Source: an optimization exercise on an open RTL-to-GDS flow (aim: small area, a short achievable clock period and few clock cycles). Production flows keep margins and buffers that such runs may drop. RTL that was checked went through simulation tests only; none was proved equivalent to the original. Function not checked in runs 1 to 4: the RTL went through the layout flow alone. Power is estimated from default activity; no workload was simulated.

`flow/config.mk`:
```
export PLATFORM = sky130hd
export DESIGN_NAME = pyfpga_codec
export DESIGN_NICKNAME = pyfpga_codec
export VERILOG_FILES = /design/flow/design.v
export SDC_FILE = /design/flow/constraint.sdc
export NUM_CORES = 4
export LEC_CHECK = 0
export CAP_MARGIN = 20
export CORE_MARGIN = 2
export CORE_UTILIZATION = 40
export PLACE_DENSITY = 0.6
export SETUP_SLACK_MARGIN = 2.65
export SLEW_MARGIN = 20
export SYNTH_HIERARCHICAL = 1
export SYNTH_MINIMUM_KEEP_SIZE = 0
```
`flow/constraint.sdc`:
```
create_clock -name core_clock -period 4.5 [get_ports {clk}]
set_input_delay 0.9000 -clock core_clock [delete_from_list [all_inputs] [get_ports {clk}]]
set_output_delay 0.9000 -clock core_clock [all_outputs]
set_load 0.01 [all_outputs]
```
`flow/design.v`:
```
module pyfpga_codec (
    input  wire        clk,
    input  wire        rst,           
    input  wire        cmd_valid,
    input  wire [49:0] cmd_word,      
    output wire        cmd_ready,
    output wire        rsp_valid,
    output wire [2:0]  rsp_status,
    output wire [31:0] rsp_data,
    output wire        tx_valid,
    output wire [7:0]  tx_data,
    output wire        link_poll,
    input  wire [7:0]  link_avail,
    output wire        rx_pop,
    input  wire [7:0]  rx_byte
);
    reg         ready;        
    reg         txv;          
    reg         poll;         
    reg         pop;          
    reg         rspv;         
    reg  [3:0]  cnt;          
    reg         vphase;       
    reg         plst;         
    reg         rxl;          
    reg         cml, cmh;     
    reg         mv;           
    reg  [1:0]  op;
    reg  [12:0] ahi;          
    reg  [2:0]  pa;           
    reg  [31:0] pd;           
    reg  [7:0]  txq;
    reg  [2:0]  st;
    wire        op_ok    = cmd_word[49] | cmd_word[48];
    wire        accept   = cmd_valid & ready & op_ok;
    wire        wvw      = op[1] & op[0] & ~vphase;   
    wire        zd       = ~op[1] | vphase;           
    wire        av_hi0, av_mid0, av_lo0, avail_ok;
    pyfpga_codec_nor3  u_av_hi  (.a(link_avail[7]), .b(link_avail[6]), .c(link_avail[5]), .y(av_hi0));
    pyfpga_codec_nor2  u_av_mid (.a(link_avail[4]), .b(link_avail[3]), .y(av_mid0));
    pyfpga_codec_nand3 u_av_lo  (.a(link_avail[2]), .b(link_avail[1]), .c(link_avail[0]), .y(av_lo0));
    pyfpga_codec_nand3 u_av     (.a(av_hi0), .b(av_mid0), .c(av_lo0), .y(avail_ok));
    wire        last     = (cnt[2:0] == 3'd6);
    wire [2:0]  nidx = txv ? (cnt[2:0] + 3'd1) : 3'd0;
    reg  [6:0]  nbyte;
    always @(*) begin
        case (nidx)
            3'd0:    nbyte = {1'b0, ahi[12:7]};
            3'd1:    nbyte = ahi[6:0];
            3'd2:    nbyte = zd ? {pa, 4'b0000} : {pa, pd[31:28]};
            default: nbyte = zd ? 7'd0 : {pa, pd[31:28]};
        endcase
    end
    wire        pl_in  = pop & zd;
    wire [6:0]  pl_low = pl_in ? rx_byte[6:0] : {pa, pd[31:28]};
    wire [34:0] pl_sh  = {pd[27:0], pl_low};
    wire [34:0] pl_nx  = ready ? cmd_word[34:0] : pl_sh;
    wire [34:0] pl_d;
    wire        pl_ld  = ready | mv;
    assign pl_d[34:32] = pl_ld ? pl_nx[34:32] : pa;
    genvar i;
    generate
        for (i = 0; i < 32; i = i + 1) begin : g_pl
            pyfpga_codec_mux3 u_next (.q(pd[i]), .sh(pl_sh[i]), .ld(cmd_word[i]),
                                      .mv(pl_ld), .sel_ld(ready), .y(pl_d[i]));
        end
    endgenerate
    wire        bad    = rx_byte[7] ^ cnt[0];      
    wire        err_n  = st[1] | bad;
    wire [6:0]  dx     = rx_byte[6:0] ^ {pa, pd[31:28]};
    wire        diff   = (cmh & (|dx[6:4])) | (cml & (|dx[3:0]));
    wire [2:0]  st_nx = poll ? {1'b0, ~avail_ok, ~avail_ok} : {(st[2] | diff) & ~err_n, err_n, 1'b0};
    wire [2:0]  st_d;
    wire        st_ld  = poll | pop;
    generate
        for (i = 0; i < 3; i = i + 1) begin : g_st
            pyfpga_codec_mux2 u_hold (.a(st[i]), .b(st_nx[i]), .s(st_ld), .y(st_d[i]));
        end
    endgenerate
    wire        rb_ok    = rxl & wvw & ~st[1] & ~rx_byte[7];    
    wire        finish   = (plst & ~avail_ok) | (rxl & ~rb_ok);
    always @(posedge clk) begin
        if (rst) begin
            ready <= 1'b1;
            txv   <= 1'b0;
            poll  <= 1'b0;
            pop   <= 1'b0;
            rspv  <= 1'b0;
            plst  <= 1'b0;
            rxl   <= 1'b0;
        end else begin
            ready <= ready ? ~accept : finish;
            txv   <= accept | (txv & ~last) | rb_ok;
            poll  <= (txv & last) | (poll & ~plst & ~avail_ok);
            pop   <= (poll & avail_ok) | (pop & ~last);
            rspv  <= finish;
            plst  <= poll & (cnt == 4'd8);
            rxl   <= pop & (cnt[2:0] == 3'd5);
        end
    end
    always @(posedge clk) begin
        if (ready | ((txv | pop) & last) | (poll & avail_ok))
            cnt <= 4'd0;
        else
            cnt <= cnt + 4'd1;
        mv   <= (txv & (cnt[2:0] <= 3'd4)) | (pop & (cnt[2:0] >= 3'd1) & (cnt[2:0] <= 3'd5));
        cml  <= vphase & pop & (cnt[2:0] >= 3'd1) & (cnt[2:0] <= 3'd5);
        cmh  <= vphase & pop & (cnt[2:0] >= 3'd2) & (cnt[2:0] <= 3'd5);
        if (ready)
            vphase <= 1'b0;
        else if (rb_ok)
            vphase <= 1'b1;
        pa <= pl_d[34:32];
        pd <= pl_d[31:0];
        if (ready) begin
            op  <= cmd_word[49:48];
            ahi <= cmd_word[47:35];
            txq <= {1'b0, cmd_word[49], cmd_word[47:42]};
        end else begin
            txq <= {nidx[0], nbyte};
        end
        st <= st_d;
    end
    assign cmd_ready  = ready;
    assign rsp_valid  = rspv;
    assign rsp_status = st;
    assign rsp_data   = pd;
    assign tx_valid   = txv;
    assign tx_data    = txq;
    assign link_poll  = poll;
    assign rx_pop     = pop;
endmodule
module pyfpga_codec_nor2 (input wire a, input wire b, output wire y);
    assign y = ~(a | b);
endmodule
module pyfpga_codec_nor3 (input wire a, input wire b, input wire c, output wire y);
    assign y = ~(a | b | c);
endmodule
module pyfpga_codec_nand3 (input wire a, input wire b, input wire c, output wire y);
    assign y = ~(a & b & c);
endmodule
module pyfpga_codec_mux3 (
    input  wire q,        
    input  wire sh,       
    input  wire ld,       
    input  wire mv,       
    input  wire sel_ld,   
    output wire y
);
    assign y = mv ? (sel_ld ? ld : sh) : q;
endmodule
module pyfpga_codec_mux2 (input wire a, input wire b, input wire s, output wire y);
    assign y = s ? b : a;
endmodule
```
`flow/flow/run.sh`:
```
#!/bin/bash
set -euo pipefail
bash standard.sh "BUFFER_PORTS_ARGS=-buffer_cell sky130_fd_sc_hd__buf_1" finish > standard_flow.log 2>&1
```
`flow/standard.sh`:
```
#!/bin/bash
# synth_recipe.tcl (not shown) runs the flow's synth.tcl, then flattens the netlist and writes it again
# the make line also repeats each setting of config.mk as NAME=value (left out here)
make -C /OpenROAD-flow-scripts/flow DESIGN_CONFIG=/design/flow/config.mk WORK_HOME=/design/flow/orfs CLKGATE_MAP_FILE= SYNTH_SCRIPT=/design/flow/synth_recipe.tcl "${@:-finish}"
```
==> reports/metrics.cfg, run 1 <==
[floorplanning]
dieHeight_um = 95.41
dieArea_mm2 = 0.009102
num_rows = 33
io_pins = 117
die_w_um = 95.41
core_area_mm2 = 0.008175
start_util_pct = 40.88

[timing]
final_max_slew_viol_count = 0
grt_setup_unrepaired = false
fin_setup_tns_ns = 0
hold_viol_final = 0
max_freq_mhz = 550.5
post-route-period-util_pct = 40.36
setup_viol = 0
clock_skew_ns = 0.008757
min_period_ns = 1.816
max-slew-margin-rel_pct = 53.99
worst_pin_slew_ns = 0.6902
holdWs_ns = 0.4848

[routing]
ant_nets = 0
drt-total-wl_um = 8031
drt-pass1-iter-count = 4
vias = 2766
avgRoutedWirePerCell_um = 14.55
drt_iter0_markers = 110
routed_via_density = 5.011
drc = 0

[cts]
cts_buffers = 9
cts-root-buf = clkbuf_8
hold_buffers = 0
htreeDepth = 3
clk_path_buf_depth = 2
cts_tree = done
clkSinkCount = 76
worst_skew_pair.late_latency_ns = 0.35
path_clk_slew_ns = 0.08

[pwr]
swShare_pct = 27.32
combPwrFrac_pct = 19.5
vdd_drop_max_mv = 0.2712
power_leakage_nw = 1.766
power.share.sequential_pct = 43.6
p_per_area_mw_per_mm2 = 464.9
pwr-share-clk_pct = 36.8
p_int_mw = 1.451
p_sw_uw = 545.4

[final_layout]
drive_above_1_share_pct = 13.42
fin_area_mm2 = 0.004295
fin_nets = 515
area_growth_pct = 28.53
n_antenna_cell = 0

[synthesis]
syn-cell-area_mm2 = 0.003342
syn-num-nets = 390
synthCells = 317
ys_types = 49
synthArstFlopShare_pct = 0
ys.warnings.count = 7
synth_top_family_by_area = compound AO/OA/AOI/OAI gates
synth-main-ff-cell = dfxtp_1
synth_fa_ha_area_share_pct = 1.498
ys_seq_area_share_pct = 50.92
synthMuxAreaShare_pct = 14.30
synth_compound_area_share_pct = 14.71
synth_edf_count = 18
synth.avg_cell_area_um2 = 10.54
synthXorXnorAreaFrac_pct = 2.883
synth-simple-area-share_pct = 13.03
ys_ff_latch = 76

[critical_path]
max_stage_delay_ns = 0.42
endpoint_kind = primary output
crit_family = flip-flops
crit_chain = clkbuf_2
crit_buf_inv = 1
worst_ep_required_time_ns = 3.60
timing.rr.start = cnt[1]$_SDFF_PP0_
cp-start-kind = flip-flop
critPathArrivalTime_ns = 0.92
path_class = flip-flop to primary output
critPathSlowestCell = dfxtp_4
setup.worst_path.start = pop$_SDFF_PP0_
crit_path_max_fanout = 10

[global_route]
grt_pass1_vias = 2641
grt_max_degree = 68
antenna_found_initial = 0
grt_pass1_wl_um = 12760
gr-total-overflow = 0
grt_use_total_pct = 18.39

[worst_hold_path]
hp-class = flip-flop to flip-flop
worstHoldStart = cnt[0]$_SDFF_PP0_

[placed_design]
place_hpwl_um = 5402
port-buffer-count = 116
dpl-instance-area_mm2 = 0.003860
gp_congestion = 0.7742

[flow_run]
cap_violations = 0

[status]
outcome = timing/DRC/antenna clean

-- per-module statistics from Yosys, one instance, submodules excluded --
module	flops+latches	times used	cells inside
pyfpga_codec	76	1	214
pyfpga_codec_mux2	0	3	1
pyfpga_codec_mux3	0	32	3
pyfpga_codec_nand3	0	2	1
pyfpga_codec_nor2	0	1	1
pyfpga_codec_nor3	0	1	1
-- layer usage --
metal / wire (um) / track usage [%] / vias up
met5: 0 / 0 / -
met4: 108 / 5.952 / 0
met3: 589 / 6.166 / 12
met2: 3742 / 28.23 / 95
met1: 3590 / 24.51 / 1257
li1: - / - / 1402
-- layout by cell type (no fill, tap or decap), drive strengths merged, types with 2 or more instances in the layout --
| cell type | count |
|---|---|
| a22oi | 2 |
| nor3 | 3 |
| bufinv | 5 |
| a21oi | 46 |
| dfxtp | 58 |
| o211ai | 2 |
| nand2 | 5 |
| nand3 | 4 |
| clkinv | 2 |
| clkbuf | 15 |
| mux2i | 32 |
| o41ai | 3 |
| buf | 118 |
| and4b | 2 |
| nand2b | 4 |
| ha | 4 |
| edfxtp | 18 |
| nor3b | 2 |
| nor2b | 4 |
| or2 | 3 |
| mux2 | 13 |
| xor2 | 7 |
| a22o | 4 |
| o21ai | 7 |
| inv | 7 |
| a31oi | 7 |
| xnor2 | 4 |
| nor4b | 5 |
| nor2 | 50 |
-- Yosys cell counts (3+ instances only) --
| library cell | count | area, um^2 |
|---|---|---|
| mux2i_1 | 32 | 320.3 |
| a21oi_1 | 46 | 230.2 |
| nor2_1 | 50 | 187.7 |
| nand3_1 | 4 | 20.02 |
| ha_1 | 4 | 50.05 |
| mux2_4 | 3 | 45.04 |
| a22o_1 | 4 | 35.03 |
| nand2_1 | 5 | 18.77 |
| xnor2_1 | 4 | 35.03 |
| mux2_2 | 3 | 33.78 |
| inv_1 | 5 | 18.77 |
| dfxtp_1 | 58 | 1161 |
| mux2_1 | 7 | 78.83 |
| a31oi_1 | 7 | 43.79 |
| nand2b_1 | 3 | 18.77 |
| xor2_1 | 7 | 61.31 |
| edfxtp_1 | 18 | 540.5 |
| nor2b_1 | 4 | 25.02 |
| nor4b_1 | 4 | 35.03 |
| buf_2 | 5 | 25.02 |
| o21ai_1 | 5 | 25.02 |
-- cells by family after synthesis --
kind of cell | Yosys count
compound gates | 79
fa+ha+maj | 4
flops | 76
simple gates | 85
mux | 45
xor+xnor | 11
buf+inv | 17
-- layout make-up --
cell class	count	area, um^2
Inverter	7	26.28
Tap cell	105	131.4
Clock buffer	9	123.9
Sequential cell	76	1725
Clock inverter	7	162.7
Timing Repair Buffer	124	530.5
Fill cell	781	3880
Multi-Input combinational cell	224	1595
-- through the flow --
step | cells | power, mW | worst slack, ns | utilization, %
2_1_floorplan | 317 | 1.122 | 2.584 | -
3_3_place_gp | 529 | 1.243 | 2.125 | 47.21
3_5_place_dp | 529 | 1.250 | 2.059 | 47.21
4_1_cts | 549 | 2.005 | 2.657 | 51.93
5_1_grt | 552 | 2.105 | 2.651 | 52.54
6_report | 552 | 1.997 | 2.684 | 52.54
-- power by group through the flow --
stage               clock network, mW  registers [mW]  logic (mW)
floorplan                           0           0.923       0.199
global placement                    0           0.908       0.335
detailed placement                  0           0.910       0.341
CTS                             0.748           0.877       0.380
global route                    0.780           0.887       0.438
finish                          0.735           0.872       0.390
-- sequential cells by signal, indices dropped and copies added (netlist names), 2 cells and up --
name	flops
ahi	13
cnt	4
op	2
pa	3
pd	32
st	3
txq	8
-- worst paths after layout --
check	end	slack [ns]	depth (start not counted)
setup / recovery	rx_pop	2.68	1
hold / removal	cnt[0]$_SDFF_PP0_	0.48	1
setup reg to reg	txq[4]$_DFF_P_	2.83	5
hold reg to reg	cnt[0]$_SDFF_PP0_	0.48	1
-- timing repair --
action,in CTS,in global routing
endpoints found under the setup margin,26,11
cloned,0,0
buffers inserted,4,3
resized for setup,15,10
hold endpoints to repair,0,0
==> run 2, diff against run 1 <==
--- a/flow/config.mk
+++ b/flow/config.mk
@@ -9,7 +9,7 @@
 export CORE_MARGIN = 2
 export CORE_UTILIZATION = 40
 export PLACE_DENSITY = 0.6
-export SETUP_SLACK_MARGIN = 2.65
+export SETUP_SLACK_MARGIN = 2.72
 export SLEW_MARGIN = 20
 export SYNTH_HIERARCHICAL = 1
 export SYNTH_MINIMUM_KEEP_SIZE = 0
==> reports/metrics.cfg, run 2 <==
[final_layout]
fillers = 777  ; -0.51%
final_common_cell = buf_1
area_growth_pct = 32.87
fin_area_mm2 = 0.004441  ; +3.4%
final_cells = 558  ; +1.1%
n_antenna_cell = 0  ; unchanged
largest_reg_flops = 32  ; unchanged
drive_above_1_share_pct = 29.58  ; +16 points
utilization_pct = 54.32  ; +1.8 points
largestRegisters = pd x32, ahi x13, txq x8
final_cell_mix = buf_1 (73), nor2_1 (50), a21oi_1 (46)
fin_nets = 521  ; +1.2%
regMostFlops = pd

[critical_path]
timing.rr.start = ready$_SDFF_PP1_
reg2reg_slack_ns = 2.85  ; +0.02 ns
crit_chain = clkbuf_2
rr_worst_depth = 2  ; -3
critPathArrivalTime_ns = 0.85  ; -0.07 ns
cp.depth = 1  ; unchanged
worst_ep_required_time_ns = 3.60  ; about the same
max_stage_delay_ns = 0.36  ; -0.06 ns
cp-start-kind = flip-flop
crit_path_max_fanout = 4  ; -6
path_class = flip-flop to primary output
crit_family = flip-flops
regToRegEndpoint = pa[1]$_DFFE_PP_
endpoint_kind = primary output
critPathSlowestCell = dfxtp_2
crit_buf_inv = 1  ; unchanged

[routing]
wl_met2_um = 3811  ; +1.8%
drt-pass1-iter-count = 4  ; unchanged
routedLengthMet1_um = 3566  ; -0.67%
ant_nets = 0  ; unchanged
drt-total-wl_um = 8165  ; +1.7%
avgRoutedWirePerCell_um = 14.63  ; +0.58%
drc = 0  ; unchanged
drt_iter0_markers = 101  ; -8.2%
routed_via_density = 4.987  ; -0.47%
top_layer_used = met4
met3_length_um = 644  ; +9.3%
vias = 2783  ; +0.61%

[status]
outcome = timing/DRC/antenna clean

[global_route]
grt_pass1_vias = 2711  ; +2.7%
grt_max_degree = 68  ; unchanged
grt_use_total_pct = 18.83  ; +0.43 points
gr-total-overflow = 0  ; unchanged
antenna_found_initial = 0  ; unchanged
grt_pass1_wl_um = 13080  ; +2.5%

[timing]
final_max_slew_viol_count = 0  ; unchanged
setup_viol = 0  ; unchanged
worst_pin_slew_ns = 0.6934  ; +0.003219 ns
min_period_ns = 1.745  ; -0.07105 ns
grt_setup_unrepaired = false
max_freq_mhz = 573.0  ; +4.1%
fin_setup_tns_ns = 0  ; unchanged
holdWs_ns = 0.4944  ; +0.009613 ns
clock_skew_ns = 0.008730  ; -0.00002653 ns
post-route-period-util_pct = 38.79  ; -1.6 points
setup_slack_ns = 2.755  ; +0.07105 ns
hold_viol_final = 0  ; unchanged
max-slew-margin-rel_pct = 53.77  ; -0.21 points

[floorplanning]
num_rows = 33  ; unchanged
core_area_mm2 = 0.008175  ; unchanged
dieHeight_um = 95.41  ; unchanged
die_w_um = 95.41  ; unchanged
start_util_pct = 40.88  ; unchanged
io_pins = 117  ; unchanged
dieArea_mm2 = 0.009102  ; unchanged

[cts]
htreeDepth = 3  ; unchanged
worst_skew_pair.late_latency_ns = 0.35  ; about the same
path_clk_slew_ns = 0.08  ; about the same
cts-root-buf = clkbuf_8
cts_tree = done
clk_path_buf_depth = 2  ; unchanged
hold_buffers = 0  ; unchanged
cts_buffers = 9  ; unchanged
clkSinkCount = 76  ; unchanged

[pwr]
total_power_mw = 2.039  ; +2.1%
vdd_drop_max_mv = 0.2703  ; -0.35%
p_per_area_mw_per_mm2 = 459.2  ; -1.2%
power_leakage_nw = 1.907  ; +8.0%

[worst_hold_path]
hold_depth = 1  ; unchanged
hp-class = flip-flop to flip-flop
hold_end = st[0]$_DFF_P_
worstHoldStart = st[0]$_DFF_P_

[synthesis]
synth-main-ff-cell = dfxtp_1
synthDominantCellAreaShare_pct = 34.74  ; unchanged
synth_top_cell_by_area = dfxtp_1
synthArstFlopShare_pct = 0  ; unchanged
synth.avg_cell_area_um2 = 10.54  ; unchanged
synthCells = 317  ; unchanged
ys_top_cells_by_count = dfxtp_1 (58), nor2_1 (50), a21oi_1 (46), mux2i_1 (32), edfxtp_1 (18)
syn-num-nets = 390  ; unchanged
ys_types = 49  ; unchanged
ys.warnings.count = 7  ; unchanged
ys_ff_latch = 76  ; unchanged
synth_area_leaders = dfxtp_1 (35%), edfxtp_1 (16%), mux2i_1 (9.6%)
ys_seq_area_share_pct = 50.92  ; unchanged
yosysMostFrequentCell = dfxtp_1
synth_edf_count = 18  ; unchanged
syn-cell-area_mm2 = 0.003342  ; unchanged

[placed_design]
port-buffer-count = 116  ; unchanged
placed_cells = 529  ; unchanged
place_hpwl_um = 5402  ; unchanged
pre_cts_ws_ns = 2.059  ; unchanged
dpl-instance-area_mm2 = 0.003860  ; unchanged
gp_congestion = 0.7742  ; unchanged

[flow_run]
cap_violations = 0  ; unchanged

[run 2: cell counts after synthesis]
No cell type changed its count.
[run 2: cells by family after synthesis]
family	synth area share (%)
xor+xnor	2.883
compound gates	14.71
flops	50.92
fa+ha+maj	1.498
buf+inv	2.658
simple gates	13.03
mux	14.30
[run 2: how the worst max path moves through the flow]
| stage | startpoint | endpoint | slack (ns) |
|---|---|---|---|
| 5_1_grt | ready$_SDFF_PP1_ | pd[19]$_DFF_P_ | 2.72 |
| 4_1_cts | pd[28]$_DFF_P_ | rsp_data[28] | 2.72 |
| 2_1_floorplan | ready$_SDFF_PP1_ | pa[0]$_DFFE_PP_ | 2.58 |
| 3_5_place_dp | cnt[0]$_SDFF_PP0_ | txq[4]$_DFF_P_ | 2.06 |
| 6_report | st[1]$_DFF_P_ | rsp_status[1] | 2.75 |
| 3_3_place_gp | cnt[0]$_SDFF_PP0_ | txq[4]$_DFF_P_ | 2.12 |
[run 2: modules after synthesis, one instance, submodules excluded]
module,cell area [um^2],copies in the design,flops+latches,cells
pyfpga_codec_nor3,10.01,1,0,1
pyfpga_codec_mux2,15.01,3,0,1
pyfpga_codec_mux3,18.77,32,0,3
pyfpga_codec_nor2,3.754,1,0,1
pyfpga_codec,2673,1,76,214
pyfpga_codec_nand3,5.005,2,0,1
[run 2: layer usage]
layer / global-route usage [%] / vias to the layer above
li1: - / 1407
met1: 24.85 / 1252
met2: 29.34 / 109
met3: 6.166 / 15
met4: 5.952 / 0
met5: 0 / -
[run 2: report_power, final]
part	total, mW	switching, mW	internal, mW
clock network	0.737	0.258	0.480
registers	0.875	0.0631	0.812
logic	0.427	0.230	0.197
total	2.04	0.551	1.49
[run 2: timing repair]
item	4_1_cts	5_1_grt
resized for setup	43	54
endpoints found under the setup margin	68	51
buffers inserted	11	2
[run 2: cell type report]
type | instances | area [um^2] | area share, %
timing repair buffer | 130 | 621.8 | 14.00
multi-input combinational | 224 | 1600 | 36.04
tap | 105 | 131.4 | 2.959
clock buffer | 9 | 123.9 | 2.790
clock inverter | 7 | 162.7 | 3.663
inverter | 7 | 26.28 | 0.5917
sequential | 76 | 1774 | 39.95
==> run 3, diff against run 2 <==
--- a/flow/design.v
+++ b/flow/design.v
@@ -40,8 +40,9 @@
     pyfpga_codec_nor2  u_av_mid (.a(link_avail[4]), .b(link_avail[3]), .y(av_mid0));
     pyfpga_codec_nand3 u_av_lo  (.a(link_avail[2]), .b(link_avail[1]), .c(link_avail[0]), .y(av_lo0));
     pyfpga_codec_nand3 u_av     (.a(av_hi0), .b(av_mid0), .c(av_lo0), .y(avail_ok));
-    wire        last     = (cnt[2:0] == 3'd6);
-    wire [2:0]  nidx = txv ? (cnt[2:0] + 3'd1) : 3'd0;
+    wire        tx_last  = (cnt[2:0] == 3'd7);
+    wire        rx_last  = (cnt[2:0] == 3'd6);
+    wire [2:0]  nidx = cnt[2:0] & {3{txv}};
     reg  [6:0]  nbyte;
     always @(*) begin
         case (nidx)
@@ -90,20 +91,22 @@
             rxl   <= 1'b0;
         end else begin
             ready <= ready ? ~accept : finish;
-            txv   <= accept | (txv & ~last) | rb_ok;
-            poll  <= (txv & last) | (poll & ~plst & ~avail_ok);
-            pop   <= (poll & avail_ok) | (pop & ~last);
+            txv   <= accept | (txv & ~tx_last) | rb_ok;
+            poll  <= (txv & tx_last) | (poll & ~plst & ~avail_ok);
+            pop   <= (poll & avail_ok) | (pop & ~rx_last);
             rspv  <= finish;
             plst  <= poll & (cnt == 4'd8);
             rxl   <= pop & (cnt[2:0] == 3'd5);
         end
     end
     always @(posedge clk) begin
-        if (ready | ((txv | pop) & last) | (poll & avail_ok))
+        if (ready | (pop & rx_last))
+            cnt <= 4'd1;
+        else if ((txv & tx_last) | (poll & avail_ok))
             cnt <= 4'd0;
         else
             cnt <= cnt + 4'd1;
-        mv   <= (txv & (cnt[2:0] <= 3'd4)) | (pop & (cnt[2:0] >= 3'd1) & (cnt[2:0] <= 3'd5));
+        mv   <= (txv | pop) & (cnt[2:0] >= 3'd1) & (cnt[2:0] <= 3'd5);
         cml  <= vphase & pop & (cnt[2:0] >= 3'd1) & (cnt[2:0] <= 3'd5);
         cmh  <= vphase & pop & (cnt[2:0] >= 3'd2) & (cnt[2:0] <= 3'd5);
         if (ready)
==> reports/metrics.cfg, run 3 <==
[status]
outcome = timing/DRC/antenna clean

[final_layout]
final_common_cell = buf_1
area_growth_pct = 33.70
regMostFlops = pd
fillers = 729  ; -6.2%
drive_above_1_share_pct = 33.56  ; +4.0 points
fin_nets = 501  ; -3.8%
largestRegisters = pd x32, ahi x13, txq x8
utilization_pct = 55.31  ; +1.0 points
fin_area_mm2 = 0.004274  ; -3.7%
n_antenna_cell = 0  ; unchanged
largest_reg_flops = 32  ; unchanged
final_cell_mix = buf_1 (76), nor2_1 (38), mux2i_1 (32)

[placed_design]
place_hpwl_um = 5185  ; -4.0%
pre_cts_ws_ns = 2.304  ; +0.2451 ns
dpl-instance-area_mm2 = 0.003782  ; -2.0%
port-buffer-count = 116  ; unchanged
gp_congestion = 0.7667  ; -0.97%

[critical_path]
crit_buf_inv = 1  ; unchanged
worst_ep_required_time_ns = 4.73  ; +1.13 ns
crit_family = compound AO/OA/AOI/OAI gates
crit_chain = buf_1 > xor2_1 > o41a_1 > o31a_1 > mux2_4
endpoint_kind = flip-flop
max_stage_delay_ns = 0.42  ; +0.06 ns
crit_path_max_fanout = 2  ; -2
path_class = primary input to flip-flop
critPathArrivalTime_ns = 2.04  ; +1.19 ns
critPathSlowestCell = o41a_1
cp-start-kind = primary input

[timing]
max_freq_mhz = 553.7  ; -3.4%
holdWs_ns = 0.4942  ; -0.0001980 ns
fin_setup_tns_ns = 0  ; unchanged
grt_setup_unrepaired = true
min_period_ns = 1.806  ; +0.06056 ns
worst_pin_slew_ns = 0.7659  ; +0.07251 ns
setup_slack_ns = 2.694  ; -0.06056 ns
setup_viol = 0  ; unchanged
hold_viol_final = 0  ; unchanged
post-route-period-util_pct = 40.13  ; +1.3 points
final_max_slew_viol_count = 0  ; unchanged
clock_skew_ns = 0.009926  ; +0.001196 ns
max-slew-margin-rel_pct = 48.94  ; -4.8 points

[floorplanning]
num_rows = 32  ; -3.0%
die_w_um = 93.40  ; -2.1%
io_pins = 117  ; unchanged
core_area_mm2 = 0.007727  ; -5.5%
start_util_pct = 41.37  ; +0.49 points
dieArea_mm2 = 0.008724  ; -4.2%
dieHeight_um = 93.40  ; -2.1%

[pwr]
swShare_pct = 29.84  ; +2.8 points
combPwrFrac_pct = 22.2  ; +1.3 points
power_leakage_nw = 1.804  ; -5.4%
pwr-share-clk_pct = 28.5  ; -7.7 points
p_int_mw = 1.268  ; -15%
vdd_drop_max_mv = 0.1987  ; -26%
power.share.sequential_pct = 49.3  ; +6.4 points
p_per_area_mw_per_mm2 = 423.0  ; -7.9%
p_sw_uw = 539.5  ; -2.0%

[synthesis]
syn-num-nets = 365  ; -6.4%
synthCells = 291  ; -8.2%
synth.avg_cell_area_um2 = 10.99  ; +4.2%
synth-main-ff-cell = dfxtp_1
ys.warnings.count = 7  ; unchanged
yosysMostFrequentCell = dfxtp_1
ys_ff_latch = 76  ; unchanged
synthArstFlopShare_pct = 0  ; unchanged
synth_area_leaders = dfxtp_1 (36%), edfxtp_1 (17%), mux2i_1 (10%)
ys_types = 45  ; -8.2%
ys_top_cells_by_count = dfxtp_1 (58), nor2_1 (44), a21oi_1 (37), mux2i_1 (32), edfxtp_1 (18)
syn-cell-area_mm2 = 0.003197  ; -4.3%
synth_edf_count = 18  ; unchanged
synthDominantCellAreaShare_pct = 36.32  ; +1.6 points
ys_seq_area_share_pct = 53.23  ; +2.3 points
synth_top_cell_by_area = dfxtp_1

[routing]
ant_nets = 0  ; unchanged
vias = 2589  ; -7.0%
drt-total-wl_um = 7860  ; -3.7%
drc = 0  ; unchanged
drt-pass1-iter-count = 4  ; unchanged
avgRoutedWirePerCell_um = 14.72  ; +0.59%
drt_iter0_markers = 123  ; +22%
routed_via_density = 4.848  ; -2.8%

[global_route]
antenna_found_initial = 0  ; unchanged
grt_pass1_wl_um = 12290  ; -6.1%
gr-total-overflow = 0  ; unchanged
grt_use_total_pct = 18.47  ; -0.35 points
grt_max_degree = 68  ; unchanged
grt_pass1_vias = 2459  ; -9.3%

[worst_hold_path]
hp-class = flip-flop to flip-flop

[cts]
cts_buffers = 9  ; unchanged
clkSinkCount = 76  ; unchanged
worst_skew_pair.late_latency_ns = 0.34  ; about the same
cts-root-buf = clkbuf_8
clk_path_buf_depth = 2  ; unchanged
htreeDepth = 3  ; unchanged
path_clk_slew_ns = 0.08  ; about the same
cts_tree = done
hold_buffers = 0  ; unchanged

[flow_run]
cap_violations = 0  ; unchanged

-- run 3: what timing repair did --
action	in CTS	in global routing
resized for setup	48	42
pin swaps	1	8
setup buffers	7	8
endpoints found under the setup margin	73	37
-- run 3: power groups by stage --
stage	clock network, mW	logic (mW)	registers [mW]
after floorplan	0	0.180	0.929
after global placement	0	0.309	0.921
after detailed placement	0	0.313	0.923
after CTS	0.536	0.373	0.884
after global routing	0.571	0.444	0.908
final	0.516	0.401	0.891
-- run 3: cells by family after synthesis --
kind of cell    count (synthesis)  share of synthesized area [%]
flops                          76                          53.23
simple gates                   73                          10.76
compound gates                 70                          14.83
mux                            45                          14.95
buf+inv                        13                          1.801
xor+xnor                        9                          2.466
fa+ha+maj                       5                          1.957
-- run 3: metrics by stage --
stage | std cells | total power, mW
detailed placement | 503 | 1.237
global route | 534 | 1.923
finish | 534 | 1.808
global placement | 503 | 1.230
floorplan | 291 | 1.109
CTS | 526 | 1.793
-- run 3: tightest hold or removal path: stages, from the launching register on --
cell and delay [ns]:
dfxtp_2 0.33, nor2_1 0.09, a21oi_1 0.04
-- run 3: final timing paths --
kind / to / cells after the start / slack (ns) / from
setup / recovery: st[2]$_DFF_P_ / 5 / 2.69 / rx_byte[3]
setup reg to reg: st[2]$_DFF_P_ / 5 / 2.83 / pd[31]$_DFF_P_
hold / removal: pd[26]$_DFF_P_ / 2 / 0.49 / pd[26]$_DFF_P_
hold reg to reg: pd[26]$_DFF_P_ / 2 / 0.49 / pd[26]$_DFF_P_
-- run 3: cell type report --
class / instances / area [um^2] / share of cell area [%]
clock buffers: 9 / 123.9 / 2.898
inverters: 6 / 22.52 / 0.5269
multi-input cells: 202 / 1499 / 35.07
flip-flops and latches: 76 / 1769 / 41.39
repair buffers: 132 / 656.9 / 15.37
clock inverters: 7 / 75.07 / 1.756
well taps: 102 / 127.6 / 2.986
-- run 3: layer usage --
| layer | part of all wire, % | track usage (%) | wire [um] |
|---|---|---|---|
| met4 | 0.89 | 4.412 | 70 |
| met2 | 48 | 29.86 | 3737 |
| met3 | 5.2 | 4.996 | 406 |
| met1 | 46 | 24.67 | 3646 |
| met5 | 0 | 0 | 0 |
-- run 3: per-module statistics from Yosys, one instance, submodules excluded --
| module | flops+latches | copies in the design |
|---|---|---|
| pyfpga_codec_nor2 | 0 | 1 |
| pyfpga_codec | 76 | 1 |
| pyfpga_codec_mux3 | 0 | 32 |
| pyfpga_codec_nor3 | 0 | 1 |
| pyfpga_codec_mux2 | 0 | 3 |
| pyfpga_codec_nand3 | 0 | 2 |
==> run 4, diff against run 3 <==
--- a/flow/design.v
+++ b/flow/design.v
@@ -23,7 +23,6 @@
     reg         vphase;       
     reg         plst;         
     reg         rxl;          
-    reg         cml, cmh;     
     reg         mv;           
     reg  [1:0]  op;
     reg  [12:0] ahi;          
@@ -69,6 +68,8 @@
     wire        bad    = rx_byte[7] ^ cnt[0];      
     wire        err_n  = st[1] | bad;
     wire [6:0]  dx     = rx_byte[6:0] ^ {pa, pd[31:28]};
+    wire        cml    = vphase & (cnt[2] | cnt[1]);                
+    wire        cmh    = vphase & (cnt[2] | (cnt[1] & cnt[0]));     
     wire        diff   = (cmh & (|dx[6:4])) | (cml & (|dx[3:0]));
     wire [2:0]  st_nx = poll ? {1'b0, ~avail_ok, ~avail_ok} : {(st[2] | diff) & ~err_n, err_n, 1'b0};
     wire [2:0]  st_d;
@@ -107,8 +108,6 @@
         else
             cnt <= cnt + 4'd1;
         mv   <= (txv | pop) & (cnt[2:0] >= 3'd1) & (cnt[2:0] <= 3'd5);
-        cml  <= vphase & pop & (cnt[2:0] >= 3'd1) & (cnt[2:0] <= 3'd5);
-        cmh  <= vphase & pop & (cnt[2:0] >= 3'd2) & (cnt[2:0] <= 3'd5);
         if (ready)
             vphase <= 1'b0;
         else if (rb_ok)
==> reports/metrics.cfg, run 4 <==
[status]
outcome = timing/DRC/antenna clean

[critical_path]
crit_family = flip-flops
critPathArrivalTime_ns = 0.88  ; -1.16 ns
endpoint_kind = primary output
crit_path_max_fanout = 7  ; +5
crit_chain = buf_6
worst_ep_required_time_ns = 3.60  ; -1.13 ns
critPathSlowestCell = dfxtp_4
max_stage_delay_ns = 0.42  ; about the same
cp-start-kind = flip-flop
path_class = flip-flop to primary output
crit_buf_inv = 1  ; unchanged

[timing]
final_max_slew_viol_count = 0  ; unchanged
holdWs_ns = 0.4891  ; -0.005138 ns
setup_viol = 0  ; unchanged
max-slew-margin-rel_pct = 53.52  ; +4.6 points
clock_skew_ns = 0.002314  ; -0.007612 ns
max_freq_mhz = 562.4  ; +1.6%
grt_setup_unrepaired = true
fin_setup_tns_ns = 0  ; unchanged
worst_pin_slew_ns = 0.6973  ; -0.06865 ns
min_period_ns = 1.778  ; -0.02795 ns
post-route-period-util_pct = 39.51  ; -0.62 points
hold_viol_final = 0  ; unchanged

[floorplanning]
num_rows = 32  ; unchanged
dieHeight_um = 92.73  ; -0.72%
core_area_mm2 = 0.007687  ; -0.52%
io_pins = 117  ; unchanged
dieArea_mm2 = 0.008599  ; -1.4%
die_w_um = 92.73  ; -0.72%
start_util_pct = 40.97  ; -0.40 points

[global_route]
grt_pass1_wl_um = 11520  ; -6.3%
grt_pass1_vias = 2397  ; -2.5%
gr-total-overflow = 0  ; unchanged
antenna_found_initial = 0  ; unchanged
grt_max_degree = 68  ; unchanged
grt_use_total_pct = 17.24  ; -1.2 points

[final_layout]
largestRegisters = pd x32, ahi x13, txq x8
area_growth_pct = 34.25
fin_nets = 509  ; +1.6%
final_cell_mix = buf_1 (76), a21oi_1 (51), nor2_1 (40)
drive_above_1_share_pct = 30.07  ; -3.5 points
n_antenna_cell = 0  ; unchanged
fin_area_mm2 = 0.004228  ; -1.1%
regMostFlops = pd
fillers = 757  ; +3.8%
final_common_cell = buf_1
largest_reg_flops = 32  ; unchanged

[cts]
cts-root-buf = clkbuf_8
worst_skew_pair.late_latency_ns = 0.34  ; about the same
path_clk_slew_ns = 0.07  ; about the same
cts_buffers = 9  ; unchanged
clk_path_buf_depth = 2  ; unchanged
clkSinkCount = 74  ; -2.6%
cts_tree = done
htreeDepth = 3  ; unchanged

[routing]
drt_iter0_markers = 85  ; -31%
ant_nets = 0  ; unchanged
vias = 2621  ; +1.2%
drc = 0  ; unchanged
drt-pass1-iter-count = 4  ; unchanged
avgRoutedWirePerCell_um = 13.74  ; -6.6%
drt-total-wl_um = 7435  ; -5.4%
routed_via_density = 4.845  ; about the same

[synthesis]
ys_seq_area_share_pct = 52.76  ; -0.47 points
synth_top_cell_by_area = dfxtp_1
yosysMostFrequentCell = dfxtp_1
synthDominantCellAreaShare_pct = 35.60  ; -0.72 points
ys_types = 38  ; -16%
synthArstFlopShare_pct = 0  ; unchanged
syn-cell-area_mm2 = 0.003149  ; -1.5%
synth_edf_count = 18  ; unchanged
synth_area_leaders = dfxtp_1 (36%), edfxtp_1 (17%), mux2i_1 (10%)
synth-main-ff-cell = dfxtp_1
ys_top_cells_by_count = dfxtp_1 (56), a21oi_1 (51), nor2_1 (40), mux2i_1 (32), edfxtp_1 (18)
ys.warnings.count = 7  ; unchanged
synthCells = 292  ; +0.34%
syn-num-nets = 367  ; +0.55%
ys_ff_latch = 74  ; -2.6%
synth.avg_cell_area_um2 = 10.79  ; -1.8%

[pwr]
power_leakage_nw = 1.851  ; +2.6%
p_sw_uw = 513.7  ; -4.8%
vdd_drop_max_mv = 0.2653  ; +34%
swShare_pct = 28.04  ; -1.8 points
p_per_area_mw_per_mm2 = 433.4  ; +2.5%
power.share.sequential_pct = 47.7  ; -1.6 points
combPwrFrac_pct = 21.4  ; -0.8 points
pwr-share-clk_pct = 30.9  ; +2.4 points
p_int_mw = 1.319  ; +4.0%

[placed_design]
gp_congestion = 0.8290  ; +8.1%
dpl-instance-area_mm2 = 0.003691  ; -2.4%
port-buffer-count = 116  ; unchanged
place_hpwl_um = 4932  ; -4.9%

[flow_run]
cap_violations = 0  ; unchanged

[worst_hold_path]
hp-class = flip-flop to flip-flop

[run 4: worst paths after layout]
check | from | to | slack (ns) | cells past startpoint
setup / recovery | ready$_SDFF_PP1_ | cmd_ready | 2.72 | 1
hold / removal | cnt[3]$_SDFF_PP0_ | plst$_SDFF_PP0_ | 0.49 | 2
setup reg to reg | vphase$_SDFFE_PP0P_ | pd[6]$_DFF_P_ | 2.90 | 5
hold reg to reg | cnt[3]$_SDFF_PP0_ | plst$_SDFF_PP0_ | 0.49 | 2
[run 4: kinds of logic (layout without fill, tap and decap cells)]
logic type | Yosys count | count (layout) | synth area share (%)
compound gates | 67 | 67 | 13.07
simple gates | 72 | 72 | 11.08
xor+xnor | 10 | 10 | 2.781
mux | 45 | 45 | 15.18
flops | 74 | 74 | 52.76
buf+inv | 18 | 165 | 2.741
fa+ha+maj | 6 | 6 | 2.384
[run 4: per-module statistics from Yosys, one instance, submodules excluded]
module	copies in the design	area [um^2]
pyfpga_codec_nand3	2	5.005
pyfpga_codec_nor2	1	3.754
pyfpga_codec	1	2480
pyfpga_codec_nor3	1	10.01
pyfpga_codec_mux2	3	15.01
pyfpga_codec_mux3	32	18.77
[run 4: stage by stage]
stage	utilization, %	power (mW)	std cells	setup slack [ns]
after floorplan	-	1.088	292	2.704
after global placement	48.01	1.208	505	2.493
after detailed placement	48.01	1.214	505	2.456
after CTS	52.13	1.801	523	2.526
after global routing	55.00	1.934	541	2.692
final	55.00	1.832	541	2.722
[run 4: final cells by class]
class	instances	area, um^2	area share, %
clock buffers	14	226.5	5.357
clock inverters	2	10.01	0.2368
inverters	12	45.04	1.065
multi-input cells	200	1439	34.03
flip-flops and latches	74	1725	40.81
well taps	102	127.6	3.019
repair buffers	137	654.4	15.48
[run 4: power by group through the flow]
stage / Sequential (mW) / Clock, mW / Combinational, mW
6_report: 0.874 / 0.566 / 0.393
2_1_floorplan: 0.913 / 0 / 0.175
3_5_place_dp: 0.888 / 0 / 0.326
4_1_cts: 0.871 / 0.581 / 0.349
5_1_grt: 0.888 / 0.612 / 0.434
3_3_place_gp: 0.886 / 0 / 0.322
[run 4: repair_timing]
action | CTS | global route
pin swaps | 0 | 0
buffers inserted | 2 | 18
hold buffers | 0 | 0
endpoints found under the hold margin | 0 | 0
resized for setup | 36 | 52
endpoints found under the setup margin | 37 | 49
[run 4: per-layer routing]
metal	track usage (%)	routed length [um]	share of wire, %
met1	22.20	3318	45
met2	26.40	3445	46
met3	5.126	508	6.8
met4	8.578	163	2.2
met5	0	0	0
==> run 5, diff against run 4 <==
--- a/flow/design.v
+++ b/flow/design.v
@@ -72,13 +72,6 @@
     wire        cmh    = vphase & (cnt[2] | (cnt[1] & cnt[0]));     
     wire        diff   = (cmh & (|dx[6:4])) | (cml & (|dx[3:0]));
     wire [2:0]  st_nx = poll ? {1'b0, ~avail_ok, ~avail_ok} : {(st[2] | diff) & ~err_n, err_n, 1'b0};
-    wire [2:0]  st_d;
-    wire        st_ld  = poll | pop;
-    generate
-        for (i = 0; i < 3; i = i + 1) begin : g_st
-            pyfpga_codec_mux2 u_hold (.a(st[i]), .b(st_nx[i]), .s(st_ld), .y(st_d[i]));
-        end
-    endgenerate
     wire        rb_ok    = rxl & wvw & ~st[1] & ~rx_byte[7];    
     wire        finish   = (plst & ~avail_ok) | (rxl & ~rb_ok);
     always @(posedge clk) begin
@@ -121,7 +114,7 @@
         end else begin
             txq <= {nidx[0], nbyte};
         end
-        st <= st_d;
+        st <= st_nx;
     end
     assign cmd_ready  = ready;
     assign rsp_valid  = rspv;
@@ -151,6 +144,3 @@
 );
     assign y = mv ? (sel_ld ? ld : sh) : q;
 endmodule
-module pyfpga_codec_mux2 (input wire a, input wire b, input wire s, output wire y);
-    assign y = s ? b : a;
-endmodule
==> reports/metrics.cfg, run 5 <==
[timing]
holdWs_ns = 0.4775  ; -0.01158 ns
max_freq_mhz = 562.1  ; about the same
setup_viol = 0  ; unchanged
max-slew-margin-rel_pct = 53.46  ; -0.058 points
post-route-period-util_pct = 39.54  ; about the same
final_max_slew_viol_count = 0  ; unchanged
grt_setup_unrepaired = true
worst_pin_slew_ns = 0.6981  ; +0.0008737 ns
hold_viol_final = 0  ; unchanged
clock_skew_ns = 0.009772  ; +0.007458 ns
fin_setup_tns_ns = 0  ; unchanged
min_period_ns = 1.779  ; +0.001160 ns

[floorplanning]
io_pins = 117  ; unchanged
dieHeight_um = 92.01  ; -0.78%
num_rows = 32  ; unchanged
start_util_pct = 40.72  ; -0.24 points
die_w_um = 92.01  ; -0.78%
core_area_mm2 = 0.007607  ; -1.0%
dieArea_mm2 = 0.008465  ; -1.6%

[final_layout]
area_growth_pct = 27.71
seq_area_mm2 = 0.001700  ; -1.5%
final_common_cell = buf_1
fin_area_mm2 = 0.003956  ; -6.4%
n_antenna_cell = 0  ; unchanged
fillers = 771  ; +1.8%
fin_nets = 493  ; -3.1%
final_cells = 525  ; -3.0%
largest_reg_flops = 32  ; unchanged
drive_above_1_share_pct = 19.62  ; -10 points
largestRegisters = pd x32, ahi x13, txq x8
final_cell_mix = buf_1 (86), a21oi_1 (51), dfxtp_1 (41)
multiInputGateArea_mm2 = 0.001375  ; -4.4%
regMostFlops = pd

[synthesis]
synth_area_leaders = dfxtp_1 (36%), edfxtp_1 (17%), mux2i_1 (10%)
synth.avg_cell_area_um2 = 10.76  ; -0.26%
syn-cell-area_mm2 = 0.003098  ; -1.6%
synth-simple-area-share_pct = 11.07  ; -0.018 points
synth_fa_ha_area_share_pct = 2.423  ; +0.039 points
synth_edf_count = 18  ; unchanged
synth_compound_area_share_pct = 13.29  ; +0.22 points
ys.warnings.count = 7  ; unchanged
yosysMostFrequentCell = dfxtp_1
ys_top_cells_by_count = dfxtp_1 (56), a21oi_1 (51), nor2_1 (40), mux2i_1 (32), edfxtp_1 (18)
synthMuxAreaShare_pct = 13.97  ; -1.2 points
ys_seq_area_share_pct = 53.63  ; +0.87 points
synth_top_cell_by_area = dfxtp_1
synth_top_family_by_area = multiplexers
synthXorXnorAreaFrac_pct = 2.827  ; +0.046 points
ys_ff_latch = 74  ; unchanged
synth-main-ff-cell = dfxtp_1
ys_types = 37  ; -2.6%
synthArstFlopShare_pct = 0  ; unchanged
synthCells = 288  ; -1.4%
syn-num-nets = 363  ; -1.1%
synthDominantCellAreaShare_pct = 36.19  ; +0.59 points

[global_route]
grt_use_total_pct = 16.67  ; -0.57 points
grt_max_degree = 68  ; unchanged
antenna_found_initial = 0  ; unchanged
grt_pass1_vias = 2332  ; -2.7%
gr-total-overflow = 0  ; unchanged
grt_pass1_wl_um = 11180  ; -2.9%

[pwr]
vdd_drop_max_mv = 0.2026  ; -24%
p_per_area_mw_per_mm2 = 419.9  ; -3.1%
power_leakage_nw = 1.698  ; -8.2%

[cts]
path_clk_slew_ns = 0.08  ; about the same
cts-root-buf = clkbuf_8
clk_path_buf_depth = 2  ; unchanged
cts_tree = done
worst_skew_pair.late_latency_ns = 0.33  ; about the same
clkSinkCount = 74  ; unchanged
htreeDepth = 3  ; unchanged
cts_buffers = 9  ; unchanged

[routing]
drt_iter0_markers = 80  ; -5.9%
drt-total-wl_um = 7201  ; -3.1%
avgRoutedWirePerCell_um = 13.72  ; -0.20%
routed_via_density = 4.728  ; -2.4%
drt-pass1-iter-count = 4  ; unchanged
vias = 2482  ; -5.3%
ant_nets = 0  ; unchanged
drc = 0  ; unchanged

[critical_path]
crit_chain = buf_1
cp-start-kind = flip-flop
crit_buf_inv = 1  ; unchanged
path_class = flip-flop to primary output
critPathArrivalTime_ns = 0.88  ; about the same
crit_family = flip-flops
crit_path_max_fanout = 7  ; unchanged
worst_ep_required_time_ns = 3.60  ; about the same
max_stage_delay_ns = 0.39  ; -0.03 ns
critPathSlowestCell = dfxtp_4
endpoint_kind = primary output

[placed_design]
gp_congestion = 0.7704  ; -7.1%
placed_cells = 501  ; -0.79%
port-buffer-count = 116  ; unchanged
dpl-instance-area_mm2 = 0.003640  ; -1.4%
place_hpwl_um = 4861  ; -1.4%

[worst_hold_path]
hp-class = flip-flop to flip-flop

[status]
outcome = timing/DRC/antenna clean

[flow_run]
cap_violations = 0  ; unchanged

-- run 5: changes by cell type in the layout (fill, tap and decap cells not counted), moves of 10 or more --
cell | before | now
dfxtp_2 | 24 | 7
buf_2 | 20 | 7
buf_1 | 76 | 86
dfxtp_1 | 23 | 41
buf_4 | 18 | 8
-- run 5: cell type report --
cell class,instances,area share (%)
inverter,12,1.139
clock buffer,13,3.763
clock inverter,3,0.3795
timing repair buffer,125,13.76
multi-input combinational,196,34.76
tap,102,3.226
sequential,74,42.98
-- run 5: final timing paths --
kind / startpoint / endpoint / slack (ns) / depth (start not counted)
setup reg to reg: ready$_SDFF_PP1_ / pa[1]$_DFFE_PP_ / 2.82 / 3
hold reg to reg: poll$_SDFF_PP0_ / st[1]$_DFF_P_ / 0.48 / 1
setup / recovery: txv$_SDFF_PP0_ / tx_valid / 2.72 / 1
hold / removal: poll$_SDFF_PP0_ / st[1]$_DFF_P_ / 0.48 / 1
-- run 5: metal layers --
metal | track usage [%] | vias to the layer above | part of all wire (%)
met3 | 4.684 | 6 | 6.2
met2 | 24.88 | 73 | 46
met1 | 23.31 | 1111 | 47
met5 | 0 | - | 0
li1 | - | 1292 | -
met4 | 5.597 | 0 | 0.85
-- run 5: stage by stage --
stage	util [%]	power (mW)	setup slack [ns]
CTS	50.86	1.655	2.611
global route	52.01	1.756	2.687
floorplan	-	1.077	2.704
finish	52.01	1.661	2.721
detailed placement	47.85	1.199	2.558
global placement	47.85	1.191	2.641
-- run 5: kinds of logic after synthesis --
| family | count (synthesis) |
|---|---|
| buffers and inverters | 18 |
| AO/OA/AOI/OAI | 67 |
| adder cells (fa/ha/maj) | 6 |
| multiplexers | 42 |
| flip-flops | 74 |
| AND/OR/NAND/NOR | 71 |
| XOR/XNOR | 10 |
-- run 5: power breakdown --
group	internal (mW)	switching (mW)
Combinational	0.169	0.188
Sequential	0.788	0.0750
Clock	0.213	0.227
-- run 5: what timing repair did --
item | 4_1_cts | 5_1_grt
buffers inserted | 4 | 4
hold buffers | 0 | 0
pin swaps | 0 | 1
resized for setup | 17 | 37
endpoints found under the setup margin | 29 | 41
-- run 5: modules after synthesis, one instance, submodules excluded --
| module | copies in the design | cells inside | cell area (um^2) | flip-flops and latches |
|---|---|---|---|---|
| pyfpga_codec_nor3 | 1 | 1 | 10.01 | 0 |
| pyfpga_codec_nor2 | 1 | 1 | 3.754 | 0 |
| pyfpga_codec | 1 | 188 | 2474 | 74 |
| pyfpga_codec_nand3 | 2 | 1 | 5.005 | 0 |
| pyfpga_codec_mux3 | 32 | 3 | 18.77 | 0 |
Testbench counts of run 5, summed over its fixed seeds: cycles 68,159.
==> run 6, diff against run 5 <==
--- a/flow/config.mk
+++ b/flow/config.mk
@@ -7,8 +7,8 @@
 export LEC_CHECK = 0
 export CAP_MARGIN = 20
 export CORE_MARGIN = 2
-export CORE_UTILIZATION = 40
-export PLACE_DENSITY = 0.6
+export CORE_UTILIZATION = 65
+export PLACE_DENSITY = 0.75
 export SETUP_SLACK_MARGIN = 2.72
 export SLEW_MARGIN = 20
 export SYNTH_HIERARCHICAL = 1
==> reports/metrics.cfg, run 6 <==
[timing]
final_max_slew_viol_count = 0  ; unchanged
max_freq_mhz = 568.6  ; +1.2%
worst_pin_slew_ns = 0.6989  ; +0.0007123 ns
post-route-period-util_pct = 39.08  ; -0.46 points
hold_viol_final = 0  ; unchanged
max-slew-margin-rel_pct = 53.41  ; about the same
holdWs_ns = 0.4983  ; +0.02076 ns
clock_skew_ns = 0.007506  ; -0.002266 ns
min_period_ns = 1.759  ; -0.02051 ns
grt_setup_unrepaired = false
fin_setup_tns_ns = 0  ; unchanged
setup_viol = 0  ; unchanged

[worst_hold_path]
hp-class = flip-flop to flip-flop

[cts]
cts_buffers = 9  ; unchanged
htreeDepth = 3  ; unchanged
cts_tree = done
clkSinkCount = 74  ; unchanged
clk_path_buf_depth = 2  ; unchanged
cts-root-buf = clkbuf_8
worst_skew_pair.late_latency_ns = 0.34  ; about the same
path_clk_slew_ns = 0.07  ; about the same
hold_buffers = 0  ; unchanged

[global_route]
gr-total-overflow = 0  ; unchanged
grt_max_degree = 68  ; unchanged
grt_pass1_vias = 2513  ; +7.8%
antenna_found_initial = 0  ; unchanged
grt_pass1_wl_um = 11330  ; +1.4%
grt_use_total_pct = 28.55  ; +12 points

[final_layout]
area_growth_pct = 24.76
fillers = 277  ; -64%
seq_area_mm2 = 0.001695  ; -0.29%
fin_area_mm2 = 0.003865  ; -2.3%
utilization_pct = 82.93  ; +31 points
multiInputGateArea_mm2 = 0.001355  ; -1.5%
final_common_cell = buf_1
regMostFlops = pd
largestRegisters = pd x32, ahi x13, txq x8
drive_above_1_share_pct = 17.14  ; -2.5 points
fin_nets = 490  ; -0.61%
final_cell_mix = buf_1 (90), a21oi_1 (51), dfxtp_1 (41)
n_antenna_cell = 0  ; unchanged
largest_reg_flops = 32  ; unchanged

[synthesis]
ys_top_cells_by_count = dfxtp_1 (56), a21oi_1 (51), nor2_1 (40), mux2i_1 (32), edfxtp_1 (18)
synthArstFlopShare_pct = 0  ; unchanged
syn-num-nets = 363  ; unchanged
yosysMostFrequentCell = dfxtp_1
synth_edf_count = 18  ; unchanged
ys.warnings.count = 7  ; unchanged
synthDominantCellAreaShare_pct = 36.19  ; unchanged
synthCells = 288  ; unchanged
ys_types = 37  ; unchanged
synth-main-ff-cell = dfxtp_1
ys_seq_area_share_pct = 53.63  ; unchanged
synth_area_leaders = dfxtp_1 (36%), edfxtp_1 (17%), mux2i_1 (10%)
syn-cell-area_mm2 = 0.003098  ; unchanged
synth.avg_cell_area_um2 = 10.76  ; unchanged
synth_top_cell_by_area = dfxtp_1
ys_ff_latch = 74  ; unchanged

[placed_design]
gp_congestion = 0.7807  ; +1.3%
dpl-instance-area_mm2 = 0.003573  ; -1.8%
place_hpwl_um = 4519  ; -7.0%
port-buffer-count = 116  ; unchanged

[pwr]
p_int_mw = 1.168  ; -0.20%
p_sw_uw = 495.1  ; +0.88%
pwr-share-clk_pct = 26.6  ; about the same
vdd_drop_max_mv = 0.2658  ; +31%
power.share.sequential_pct = 51.8  ; about the same
power_leakage_nw = 1.665  ; -2.0%
swShare_pct = 29.77  ; +0.22 points
combPwrFrac_pct = 21.7  ; +0.2 points
p_per_area_mw_per_mm2 = 430.3  ; +2.5%

[critical_path]
crit_path_max_fanout = 3  ; -4
critPathSlowestCell = dfxtp_1
path_class = flip-flop to primary output
crit_chain = buf_1
crit_buf_inv = 1  ; unchanged
crit_family = flip-flops
cp-start-kind = flip-flop
max_stage_delay_ns = 0.36  ; -0.03 ns
worst_ep_required_time_ns = 3.60  ; about the same
endpoint_kind = primary output
critPathArrivalTime_ns = 0.86  ; -0.02 ns

[floorplanning]
dieHeight_um = 73.04  ; -21%
io_pins = 117  ; unchanged
num_rows = 25  ; -22%
start_util_pct = 66.47  ; +26 points
dieArea_mm2 = 0.005334  ; -37%
die_w_um = 73.04  ; -21%
core_area_mm2 = 0.004661  ; -39%

[routing]
ant_nets = 0  ; unchanged
drt-total-wl_um = 7544  ; +4.8%
avgRoutedWirePerCell_um = 15.92  ; +16%
drc = 0  ; unchanged
vias = 2622  ; +5.6%
routed_via_density = 5.532  ; +17%
drt_iter0_markers = 167  ; +110%
drt-pass1-iter-count = 4  ; unchanged

[flow_run]
cap_violations = 0  ; unchanged

[status]
outcome = timing/DRC/antenna clean

## run 6: cell count changes in the layout (fill, tap and decap cells not counted)
cell / previous run / this run
buf_4: 8 / 3
nor4bb_1: 1 / 2
dfxtp_2: 7 / 9
nand2b_4: 1 / 0
buf_12: 0 / 2
clkbuf_2: 23 / 19
nand2b_2: 0 / 1
nor4bb_4: 1 / 0
clkinv_2: 3 / 0
buf_1: 86 / 90
clkbuf_1: 3 / 6
dfxtp_4: 8 / 6
## run 6: final timing paths
check | start | endpoint | slack [ns] | depth (start not counted)
max | pd[5]$_DFF_P_ | rsp_data[5] | 2.74 | 1
max reg2reg | vphase$_SDFFE_PP0P_ | pd[2]$_DFF_P_ | 2.87 | 5
min reg2reg | cnt[3]$_SDFF_PP0_ | plst$_SDFF_PP0_ | 0.50 | 2
min | cnt[3]$_SDFF_PP0_ | plst$_SDFF_PP0_ | 0.50 | 2
## run 6: worst reg2reg max path, stage by stage, from the launching register on
cell,delay [ns]
dfxtp_1,0.33
nor2b_1,0.23
nand2b_2,0.32
mux2_2,0.38
mux2i_1,0.13
a21oi_1,0.10
## run 6: timing repair
item	4_1_cts	5_1_grt
setup buffers	5	0
setup endpoints to repair	46	33
resized for setup	15	31
## run 6: modules after synthesis (local to each module, per instance)
module | flops+latches | copies in the design
pyfpga_codec_nor3 | 0 | 1
pyfpga_codec_nand3 | 0 | 2
pyfpga_codec_mux3 | 0 | 32
pyfpga_codec | 74 | 1
pyfpga_codec_nor2 | 0 | 1
## run 6: cells by family (layout without fill, tap and decap cells)
group / count (synthesis) / count (layout) / share of synthesized area (%)
AOI/OAI and AO/OA: 67 / 67 / 13.29
xor gates and xnor gates: 10 / 10 / 2.827
adders and majority gates: 6 / 6 / 2.423
buffers and inverters: 18 / 150 / 2.786
DFF: 74 / 74 / 53.64
muxes: 42 / 42 / 13.97
and+or+nand+nor: 71 / 71 / 11.07
## run 6: power groups by stage
stage          registers (mW)  logic, mW  clock network (mW)
2_1_floorplan           0.908      0.169                   0
3_3_place_gp            0.893      0.289                   0
3_5_place_dp            0.897      0.300                   0
4_1_cts                 0.858      0.351               0.443
5_1_grt                 0.873      0.395               0.472
6_report                0.861      0.360               0.442
## run 6: metrics by stage
| stage | worst slack, ns | total power, mW | std cells |
|---|---|---|---|
| floorplan | 2.704 | 1.077 | 288 |
| global placement | 2.400 | 1.182 | 453 |
| detailed placement | 2.399 | 1.197 | 453 |
| CTS | 2.720 | 1.652 | 474 |
| global route | 2.698 | 1.741 | 474 |
| finish | 2.741 | 1.663 | 474 |
## run 6: layout make-up
| class | count | share of cell area (%) |
|---|---|---|
| Clock buffer | 16 | 4.144 |
| Timing Repair Buffer | 122 | 14.02 |
| Multi-Input combinational cell | 196 | 35.06 |
| Inverter | 12 | 1.165 |
| Tap cell | 54 | 1.748 |
| Sequential cell | 74 | 43.87 |
## run 6: routing by layer
layer | routed length [um] | GRT usage [%]
met5 | 0 | 0
met2 | 3810 | 48.85
met3 | 430 | 5.249
met1 | 3138 | 34.14
met4 | 165 | 14.61
==> run 7, diff against run 6 <==
--- a/flow/config.mk
+++ b/flow/config.mk
@@ -7,8 +7,8 @@
 export LEC_CHECK = 0
 export CAP_MARGIN = 20
 export CORE_MARGIN = 2
-export CORE_UTILIZATION = 65
-export PLACE_DENSITY = 0.75
+export CORE_UTILIZATION = 80
+export PLACE_DENSITY = 0.88
 export SETUP_SLACK_MARGIN = 2.72
 export SLEW_MARGIN = 20
 export SYNTH_HIERARCHICAL = 1
==> reports/metrics.cfg, run 7 <==
[synthesis]
syn-cell-area_mm2 = 0.003098  ; unchanged
synth_top_cell_by_area = dfxtp_1
ys_top_cells_by_count = dfxtp_1 (56), a21oi_1 (51), nor2_1 (40), mux2i_1 (32), edfxtp_1 (18)
synth-main-ff-cell = dfxtp_1
ys_types = 37  ; unchanged
synth_edf_count = 18  ; unchanged
synthDominantCellAreaShare_pct = 36.19  ; unchanged
synthArstFlopShare_pct = 0  ; unchanged
ys.warnings.count = 7  ; unchanged
ys_seq_area_share_pct = 53.63  ; unchanged
synthCells = 288  ; unchanged
synth.avg_cell_area_um2 = 10.76  ; unchanged
yosysMostFrequentCell = dfxtp_1
ys_ff_latch = 74  ; unchanged
syn-num-nets = 363  ; unchanged
synth_area_leaders = dfxtp_1 (36%), edfxtp_1 (17%), mux2i_1 (10%)

[floorplanning]
num_rows = 22  ; -12%
io_pins = 117  ; unchanged
dieHeight_um = 66.23  ; -9.3%
die_w_um = 66.23  ; -9.3%
start_util_pct = 83.99  ; +18 points

[status]
outcome = aborted with a tool error
stop_stage = 3_3_place_gp
tool.error = [ERROR GPL-0301] Utilization 101.035 % exceeds 100%.

[placed_design]
port-buffer-count = 116  ; unchanged

## run 7: cells by family after synthesis
group,Yosys count,synth area share [%]
flip-flops,74,53.64
AND/OR/NAND/NOR,71,11.07
adder cells (fa/ha/maj),6,2.423
XOR/XNOR,10,2.827
multiplexers,42,13.97
AO/OA/AOI/OAI,67,13.29
buffers and inverters,18,2.786
## run 7: modules after synthesis (local to each module, per instance)
module              flops+latches  cells
pyfpga_codec                   74    188
pyfpga_codec_mux3               0      3
pyfpga_codec_nand3              0      1
pyfpga_codec_nor2               0      1
pyfpga_codec_nor3               0      1
==> run 8, diff against run 7 <==
--- a/flow/config.mk
+++ b/flow/config.mk
@@ -7,8 +7,11 @@
 export LEC_CHECK = 0
 export CAP_MARGIN = 20
 export CORE_MARGIN = 2
-export CORE_UTILIZATION = 80
-export PLACE_DENSITY = 0.88
+export CORE_UTILIZATION = 65
+export CTS_BUF_LIST = sky130_fd_sc_hd__clkbuf_16
+export CTS_CLUSTER_DIAMETER = 500
+export CTS_CLUSTER_SIZE = 100
+export PLACE_DENSITY = 0.75
 export SETUP_SLACK_MARGIN = 2.72
 export SLEW_MARGIN = 20
 export SYNTH_HIERARCHICAL = 1
==> reports/metrics.cfg, run 8 <==
[placed_design]
place_hpwl_um = 4519
port-buffer-count = 116  ; unchanged
gp_congestion = 0.7807

[pwr]
p_per_area_mw_per_mm2 = 458.9
vdd_drop_max_mv = 0.2816
power_leakage_nw = 1.688
total_power_mw = 1.802

[floorplanning]
num_rows = 25  ; +14%
start_util_pct = 66.47  ; -18 points
core_area_mm2 = 0.004661
die_w_um = 73.04  ; +10%
dieArea_mm2 = 0.005334
dieHeight_um = 73.04  ; +10%
io_pins = 117  ; unchanged

[cts]
worst_skew_pair.late_latency_ns = 0.32
clkSinkCount = 74
htreeDepth = 3
cts_buffers = 9
cts_tree = done
path_clk_slew_ns = 0.05
clk_path_buf_depth = 2
cts-root-buf = clkbuf_16

[synthesis]
ys_ff_latch = 74  ; unchanged
synth-main-ff-cell = dfxtp_1
syn-cell-area_mm2 = 0.003098  ; unchanged
synth_edf_count = 18  ; unchanged
ys_types = 37  ; unchanged
ys_seq_area_share_pct = 53.63  ; unchanged
synth.avg_cell_area_um2 = 10.76  ; unchanged
syn-num-nets = 363  ; unchanged
synth_top_cell_by_area = dfxtp_1
synthCells = 288  ; unchanged
yosysMostFrequentCell = dfxtp_1
ys.warnings.count = 7  ; unchanged
synthDominantCellAreaShare_pct = 36.19  ; unchanged
ys_top_cells_by_count = dfxtp_1 (56), a21oi_1 (51), nor2_1 (40), mux2i_1 (32), edfxtp_1 (18)
synthArstFlopShare_pct = 0  ; unchanged
synth_area_leaders = dfxtp_1 (36%), edfxtp_1 (17%), mux2i_1 (10%)

[timing]
setup_viol = 0
grt_setup_unrepaired = false
max_freq_mhz = 569.5
min_period_ns = 1.756
clock_skew_ns = 0.008148
max-slew-margin-rel_pct = 54.47
worst_pin_slew_ns = 0.6830
hold_viol_final = 0
post-route-period-util_pct = 39.02
fin_setup_tns_ns = 0
final_max_slew_viol_count = 0

[worst_hold_path]
hold_end = st[1]$_DFF_P_
hp-class = flip-flop to flip-flop
worstHoldStart = poll$_SDFF_PP0_
hold_depth = 1

[final_layout]
n_antenna_cell = 0
largestRegisters = pd x32, ahi x13, txq x8
largest_reg_flops = 32
final_common_cell = buf_1
fin_nets = 491
final_cell_mix = buf_1 (107), a21oi_1 (51), dfxtp_1 (47)
area_growth_pct = 26.78
fillers = 262
regMostFlops = pd
drive_above_1_share_pct = 11.64

[routing]
drt-total-wl_um = 7230
routed_via_density = 5.486
avgRoutedWirePerCell_um = 15.22
ant_nets = 0
drt-pass1-iter-count = 4
drc = 0
vias = 2606
drt_iter0_markers = 151

[global_route]
grt_pass1_wl_um = 10950
grt_pass1_vias = 2492
antenna_found_initial = 0
gr-total-overflow = 0
grt_use_total_pct = 27.44
grt_max_degree = 68

[critical_path]
path_class = flip-flop to primary output
cp-start-kind = flip-flop
crit_path_max_fanout = 3
reg2reg_slack_ns = 2.90
regToRegEndpoint = pd[6]$_DFF_P_
worst_ep_required_time_ns = 3.60
crit_buf_inv = 1
crit_chain = buf_1
crit_family = flip-flops
rr_worst_depth = 5
max_stage_delay_ns = 0.37
endpoint_kind = primary output
critPathSlowestCell = dfxtp_1
critPathArrivalTime_ns = 0.86
timing.rr.start = vphase$_SDFFE_PP0P_

[flow_run]
cap_violations = 0

[status]
outcome = timing/DRC/antenna clean

==> run 8: kinds of logic (layout without fill, tap and decap cells) <==
logic type / count (synthesis) / after routing / share of synthesized area [%]
AOI/OAI and AO/OA: 67 / 67 / 13.29
xor gates and xnor gates: 10 / 10 / 2.827
adders and majority gates: 6 / 6 / 2.423
buffers and inverters: 18 / 151 / 2.786
DFF: 74 / 74 / 53.64
muxes: 42 / 42 / 13.97
and+or+nand+nor: 71 / 71 / 11.07
==> run 8: per-module statistics from Yosys (local to each module, per instance) <==
module              flops+latches  copies in the design
pyfpga_codec_mux3               0                    32
pyfpga_codec                   74                     1
pyfpga_codec_nand3              0                     2
pyfpga_codec_nor2               0                     1
pyfpga_codec_nor3               0                     1
==> run 8: per-stage QoR <==
| step | cells | instance area (um^2) | utilization [%] | setup WS [ns] | hold WS (ns) |
|---|---|---|---|---|---|
| final | 475 | 3928 | 84.27 | 2.744 | 0.4900 |
| after CTS | 473 | 3896 | 83.60 | 2.726 | 0.4929 |
| after detailed placement | 453 | 3573 | 76.67 | 2.399 | 0.4846 |
| after global placement | 453 | 3573 | 76.67 | 2.400 | 0.4741 |
| after global routing | 475 | 3928 | 84.27 | 2.720 | 0.5038 |
| after floorplan | 288 | 3110 | - | 2.704 | 0.4603 |
==> run 8: area by class of cell <==
type	instances	area (um^2)	area share [%]
clock buffers	9	225.2	5.734
inverters	12	45.04	1.147
flip-flops and latches	74	1680	42.78
multi-input cells	196	1355	34.50
repair buffers	123	528.0	13.44
well taps	54	67.56	1.720
clock inverters	7	26.28	0.6690
==> run 8: where the power goes <==
part / switching (mW) / internal, mW / total, mW / leakage [nW]
combinational: 0.193 / 0.157 / 0.350 / 0.891
sequential: 0.0745 / 0.786 / 0.860 / 0.653
clock: 0.234 / 0.358 / 0.592 / 0.144
==> run 8: how the worst max path moves through the flow <==
stage	from	to	slack [ns]	cells after the start
floorplan	ready$_SDFF_PP1_	pa[0]$_DFFE_PP_	2.70	2
global placement	ready$_SDFF_PP1_	cmd_ready	2.40	1
detailed placement	ready$_SDFF_PP1_	cmd_ready	2.40	1
CTS	txv$_SDFF_PP0_	tx_valid	2.73	1
global route	st[1]$_DFF_P_	rsp_status[1]	2.72	1
finish	st[1]$_DFF_P_	rsp_status[1]	2.74	1
==> run 8: timing repair <==
action | 4_1_cts | 5_1_grt
resized for setup | 9 | 11
setup endpoints to repair | 43 | 22
hold buffers | 0 | 0
setup buffers | 4 | 2
==> run 8: layer usage <==
layer | track usage [%] | share of wire (%) | up-vias
li1 | - | - | 1302
met1 | 32.34 | 39 | 1187
met2 | 46.75 | 51 | 98
met3 | 5.939 | 6.6 | 19
met4 | 14.20 | 3.0 | 0
met5 | 0 | 0 | -

Re-timed with assumed drivers on the ports (clkbuf_16 on the clock, buf_2 on other inputs), run 8 has 2.711 ns of setup slack against 2.744 ns with ideal ports, and 2.598 ns once port delays also move by the mid clock arrival of 0.348 ns.
